Context: an optimization exercise on an open-source flow, tuned for small area, a short achievable clock period and few clock cycles per item. The choices shown serve that exercise and are no tape-out recipe.
In this exercise RTL edits were held to simulation tests only and were not proved equivalent to the original.

==> violet <==
Design bsc_fxu, start of the top module:
module bsc_fxu (
    input  wire        clk,
    input  wire        rst,         
    input  wire        cmd_valid,
    output wire        cmd_ready,
    input  wire [31:0] cmd,
    input  wire [31:0] arg0,
    input  wire [31:0] arg1,
    output reg         done,
    output reg  [3:0]  err,
    output reg  [31:0] res0,
    output reg  [31:0] res1,
    output reg  [31:0] res2
);
Settings: LEC_CHECK=0, ABC_AREA=1, CAP_MARGIN=20, CORE_MARGIN=2, CORE_UTILIZATION=45, SETUP_SLACK_MARGIN=5, SLEW_MARGIN=20; clock period 13.0 ns.
run.sh (not shown) runs the stock make flow with config.mk's settings and CLKGATE_MAP_FILE= SYNTH_SCRIPT=/design/flow/synth_recipe.tcl, a recipe that flattens the netlist after the stock synthesis.
==> pepper (differences from violet) <==
--- a/flow/design.v
+++ b/flow/design.v
@@ -19,10 +19,33 @@
     localparam [2:0] E_NONE     = 3'd0;
     localparam [2:0] E_INVALID  = 3'd1;
     localparam [2:0] E_DIV0     = 3'd3;
     localparam [2:0] E_OVERFLOW = 3'd4;
     localparam [2:0] E_ILLEGAL  = 3'd5;
+    function [32:0] add32;
+        input [31:0] a;
+        input [31:0] b;
+        input        c;
+        reg [31:0] p, g, G, P, Gn, Pn;
+        integer i, d;
+        begin
+            p = a ^ b;
+            g = a & b;
+            G = g; G[0] = g[0] | (p[0] & c);
+            P = p;
+            for (d = 1; d < 32; d = d * 2) begin
+                Gn = G; Pn = P;
+                for (i = 0; i < 32; i = i + 1)
+                    if ((i / d) % 2 == 1) begin
+                        Gn[i] = G[i] | (P[i] & G[(i / d) * d - 1]);
+                        Pn[i] = P[i] & P[(i / d) * d - 1];
+                    end
+                G = Gn; P = Pn;
+            end
+            add32 = {G[31], p ^ {G[30:0], c}};
+        end
+    endfunction
     function [33:0] add33;
         input [32:0] a;
         input [32:0] b;
         input        c;
         reg [32:0] p, g, G, P, Gn, Pn;
@@ -92,22 +115,21 @@
     endfunction
     reg          busy;           
     reg          ph_exec;        
     reg          ph_mul;         
     reg          ph_div;         
+    reg          ph_flt;         
     reg  [4:0]   cnt;            
     reg          o_tofix, o_toflt, o_fromi, o_add, o_sub, o_mul, o_div, o_int;
     reg          o_frac, o_step, o_center, o_origin, o_clamp, o_neigh, o_nop;
     reg          d_bad;          
-    reg          s_abs, s_nei, s_sub, s_cin, s_flt;
+    reg          s_abs, s_nei, s_sub;
     reg          xb;             
     reg  [2:0]   err_q;
     reg          k_mres;         
     reg          k_cen;          
     reg          k_dres;         
-    reg          k_ares;         
-    reg          k_flt;          
     reg          sgn;
     reg  [32:0]  R;              
     reg  [XW-1:0] X;             
     reg  [31:0]  Y;              
     assign cmd_ready = !busy;
@@ -150,21 +172,31 @@
                 tofix_lost = ((f_mant & ~({24{1'b1}} << rsh[4:0])) != 24'd0);
             end
         end
     end
     wire        tofix_ovf = tofix_big && !(f_s && (f_sh == 10'sd8) && (f_mant == 24'h800000));
-    wire        t_rest = (X[7:0] != 8'd0);
+    wire [31:0] t_norm = a << Y[4:0];                  
+    wire        t_rest = (t_norm[7:0] != 8'd0);
     wire [7:0]  t_exp  = 8'd142 - {3'd0, Y[4:0]};
     wire [DSTEPS-1:0] q = X[DSTEPS-1:0];
     wire        div_ovf = (q[DSTEPS-1:32] != 0) || (q[31] && (!sgn || (q[30:0] != 31'd0)));
-    wire [32:0] as_x = s_abs ? 33'd0 :
-                       s_flt ? {2'b00, t_exp, X[30:8]} :
-                       s_nei ? {{17{a[31]}}, a[31:16]} : {a[31], a};
-    wire [32:0] as_y = s_abs ? {a[31], a} : s_flt ? 33'd0 : {b[31], b};
+    reg  [31:0] u_v;
+    reg         u_inv;
+    reg         u_cin;
+    always @* begin
+        if (ph_flt) begin
+            u_v = {1'b0, t_exp, t_norm[30:8]}; u_inv = 1'b0; u_cin = sgn & t_rest;
+        end else begin
+            u_v = tofix_mag; u_inv = f_s; u_cin = f_s & !tofix_lost;
+        end
+    end
+    wire [32:0] u_add = add32(u_v ^ {32{u_inv}}, 32'd0, u_cin);
+    wire [31:0] u_out = u_add[31:0];
+    wire [32:0] as_x = s_abs ? 33'd0 : (s_nei ? {{17{a[31]}}, a[31:16]} : {a[31], a});
+    wire [32:0] as_y = s_abs ? {a[31], a} : {b[31], b};
     wire        as_s = s_sub;
-    wire        as_c = s_flt ? (sgn & t_rest) : s_cin;
-    wire [33:0] as_add = add33(as_x, as_y ^ {33{as_s}}, as_c);
+    wire [33:0] as_add = add33(as_x, as_y ^ {33{as_s}}, as_s);
     wire [32:0] as_r   = as_add[32:0];
     wire        as_ovf = as_r[32] ^ as_r[31];
     wire [31:0] abs_a  = as_r[31:0];
     reg  [4:0]  t_lz;
     integer     i;
@@ -240,10 +272,11 @@
             busy    <= 1'b0;
             done    <= 1'b0;
             ph_exec <= 1'b0;
             ph_mul  <= 1'b0;
             ph_div  <= 1'b0;
+            ph_flt  <= 1'b0;
         end else begin
             done    <= 1'b0;
             ph_exec <= 1'b0;
             if (!busy) begin
                 if (cmd_valid) begin
@@ -253,10 +286,12 @@
             end else if (ph_exec) begin
                 if (o_mul || ((o_center || o_origin) && map_ok)) begin
                     ph_mul <= 1'b1;
                 end else if (d_go) begin
                     ph_div <= 1'b1;
+                end else if (o_toflt) begin
+                    ph_flt <= 1'b1;
                 end else begin
                     busy <= 1'b0;
                     done <= 1'b1;
                 end
             end else if (ph_mul || ph_div) begin
@@ -264,10 +299,14 @@
                     ph_mul <= 1'b0;
                     ph_div <= 1'b0;
                     busy   <= 1'b0;
                     done   <= 1'b1;
                 end
+            end else begin  
+                ph_flt <= 1'b0;
+                busy   <= 1'b0;
+                done   <= 1'b1;
             end
         end
     end
     always @(posedge clk) begin
         if (!busy) begin
@@ -289,24 +328,19 @@
                 o_neigh  <= hz && (opc == 8'h24);
                 s_abs    <= c_dv | c_toflt;
                 s_nei    <= hz && (opc == 8'h24);
                 s_sub    <= (c_dv | c_toflt) ? arg0[31] :
                             (hz && ((opc == 8'h14) || (opc == 8'h23) || (opc == 8'h24)));
-                s_cin    <= (c_dv | c_toflt) ? arg0[31] :
-                            (hz && ((opc == 8'h14) || (opc == 8'h23) || (opc == 8'h24)));
-                s_flt    <= 1'b0;
                 d_bad    <= c_div ? (arg1 == 32'd0) :
                             (arg0[31] || (arg0[30:15] != 16'd0) || (arg0[14:0] == 15'd0) ||
                              arg1[31] || (arg1[30:15] != 16'd0) || (arg1[14:0] == 15'd0));
                 sgn      <= arg0[31] ^ (arg1[31] & c_dv);
                 Y        <= arg1;
                 R        <= (hz && (opc == 8'h21)) ? {2'b00, arg1[31:1]} : 33'd0;
                 X        <= {{(XW-32){1'b0}}, arg0};
                 k_mres   <= 1'b0;
                 k_dres   <= 1'b0;
-                k_ares   <= 1'b0;
-                k_flt    <= 1'b0;
                 xb       <= 1'b0;
             end
         end else if (ph_exec) begin
             err_q <= E_NONE;
             k_cen <= o_center;
@@ -318,30 +352,19 @@
             end else if (d_go) begin
                 cnt <= 5'd15;
                 R   <= {1'b0, d_rem};
                 X   <= d_x;
             end else if (o_toflt) begin
-                X      <= {{(XW-32){1'b0}}, abs_a << t_lz};
-                Y      <= {27'd0, t_lz};
-                s_abs  <= 1'b0;
-                s_flt  <= 1'b1;
-                s_sub  <= 1'b0;
-                k_ares <= 1'b1;
-                k_flt  <= 1'b1;
+                X <= {{(XW-32){1'b0}}, abs_a};
+                Y <= {27'd0, t_lz};
             end else begin
                 X <= {XW{1'b0}};
                 Y <= 32'd0;
                 if (o_tofix) begin
                     if (f_nan)                   err_q <= E_INVALID;
                     else if (f_inf || tofix_ovf) err_q <= E_OVERFLOW;
-                    else begin
-                        X[31:0] <= tofix_mag;
-                        s_abs   <= 1'b1;
-                        s_sub   <= f_s;
-                        s_cin   <= f_s & !tofix_lost;
-                        k_ares  <= 1'b1;
-                    end
+                    else                         X[31:0] <= u_out;
                 end else if (o_fromi) begin
                     if (fromi_ok) X[31:0] <= {a[15:0], 16'd0};
                     else          err_q   <= E_OVERFLOW;
                 end else if (o_add || o_sub) begin
                     if (!as_ovf) X[31:0] <= as_r[31:0];
@@ -375,35 +398,32 @@
             X      <= {{(XW-32){1'b0}}, m_sum[R_MUL-1:0], X[31:R_MUL]};
             k_mres <= (cnt == 5'd0);
         end else if (ph_div) begin
             k_dres <= d_skip ? (cnt == 5'd3) : (cnt == 5'd0);
             s_sub  <= sgn;       
-            s_cin  <= sgn;
             if (d_skip) begin
                 cnt <= cnt - 5'd4;
                 R   <= {1'b0, R[23:0], X[32:25]};
                 X   <= {X[24:0], 8'd0};
             end else begin
                 cnt <= cnt - 5'd1;
                 R   <= {1'b0, d_rem};
                 X   <= d_x;
             end
+        end else if (ph_flt) begin
+            X <= {{(XW-32){1'b0}}, (a == 32'd0) ? 32'd0 : {sgn, u_out[30:0]}};
+            Y <= 32'd0;
         end
     end
     wire mul_ovf = k_cen ? (!R[32] && ((R[31:15] != 17'd0) || ((&R[14:0]) && X[31])))
                          : !((R[32:15] == 18'd0) || (&R[32:15]));
     always @* begin
         if (k_mres) begin
             err  = mul_ovf ? {1'b0, E_OVERFLOW} : 4'd0;
             res0 = mul_ovf ? 32'd0 : {R[15:0], X[31:16]};
             res1 = 32'd0;
             res2 = 32'd0;
-        end else if (k_ares) begin
-            err  = 4'd0;
-            res0 = !k_flt ? as_r[31:0] : (a == 32'd0) ? 32'd0 : {sgn, as_r[30:0]};
-            res1 = 32'd0;
-            res2 = 32'd0;
         end else if (k_dres) begin
             err  = div_ovf ? {1'b0, E_OVERFLOW} : 4'd0;
             res0 = div_ovf ? 32'd0 : as_r[31:0];
             res1 = 32'd0;
             res2 = 32'd0;
ABC_AREA = unset   (was 1)
CORE_UTILIZATION = 50   (was 45)
==> xenon (differences from violet) <==
CORE_UTILIZATION = 70   (was 45)
==> comparison table <==
Setup slack, reg-to-reg: xenon -; pepper 5210 ps; violet 5280 ps
Count of buffer and inverter cells on the critical path: xenon -; pepper 4; violet 5
Clock transition at the register clock pins on the worst setup and hold paths after CTS: xenon -; pepper 80 ps; violet 70 ps
Sequential area share after synthesis: xenon 13.1%; pepper 12.1%; violet 13.1%
Synthesized-area fraction occupied by xor and xnor cells: xenon 8.47%; pepper 9.68%; violet 8.47%
Pre-CTS setup slack: xenon 2540 ps; pepper 3480 ps; violet 3920 ps
Via count: xenon -; pepper 38.2k; violet 38.1k
Leading cell type in the layout, fill and taps excluded: xenon -; pepper sky130_fd_sc_hd__nor2_1; violet sky130_fd_sc_hd__nand2_1
Slowest CP cell: xenon -; pepper sky130_fd_sc_hd__edfxtp_1; violet sky130_fd_sc_hd__nor4_1
Die Span X: xenon 215 um; pepper 261 um; violet 267 um
Worst reg2reg endpoint: xenon -; pepper X[17]; violet R[6]
Min-Delay Path Class: xenon -; pepper reg2reg; violet reg2reg
Final setup margin: xenon -; pepper 5020 ps; violet 4860 ps
Number of nets in the layout: xenon -; pepper 4831; violet 5332
Wire length on met3: xenon -; pepper 28600 um; violet 23800 um
Setup Crit Path Kind: xenon -; pepper reg2out; violet reg2out
Cell with the most instances after synthesis: xenon sky130_fd_sc_hd__nand2_1; pepper sky130_fd_sc_hd__nor2_1; violet sky130_fd_sc_hd__nand2_1
Clk_skew: xenon -; pepper 22.1 ps; violet 16.4 ps
Share of the clock period used by the worst path: xenon -; pepper 61.3%; violet 62.6%
Synth Area in Adders: xenon 17.1%; pepper 16.4%; violet 17.1%
Iteration count of the initial detailed-routing pass: xenon -; pepper 9; violet 12
Sequential cells: xenon -; pepper 135; violet 137
Result of the run: xenon stopped before the end; pepper finished clean; violet finished clean
Failing step: xenon global routing (5_1_grt); pepper -; violet -
Testbench counts of violet, summed over its fixed seeds: cycles 34,934, items 9,600.
Testbench counts of pepper, summed over its fixed seeds: cycles 35,538, items 9,600.
Testbench counts of xenon, summed over its fixed seeds: cycles 34,934, items 9,600.

## port drivers added, routing unchanged
The results above use ideal ports. As a check the final layouts listed here were re-extracted and re-timed, cells and wires unchanged. Step 1, drivers: a clkbuf_16 drives clk and a buf_2 each remaining input, both assumed. Step 2 moves the port delays by t, midway between the first and last clock arrival at a register: inputs arrive t later, outputs are due t later. That takes back most of the time a late clock gives input paths. Slacks: no drivers / after step 1 / after step 2; pairs: no drivers / after step 1.
| run | shift t [ns] | setup slack, ns | worst hold slack (ns) | clock arrival spread, ns | pins driven straight from the clock port |
|---|---|---|---|---|---|
| violet | 0.556 | 4.865 / 4.806 / 5.277 | 0.536 / 0.536 / 0.536 | 0.016 / 0.016 | 1 |
| pepper | 0.566 | 5.025 / 4.965 / 5.210 | 0.665 / 0.665 / 0.665 | 0.022 / 0.022 | 1 |
After both steps setup and hold are still met in every run listed.
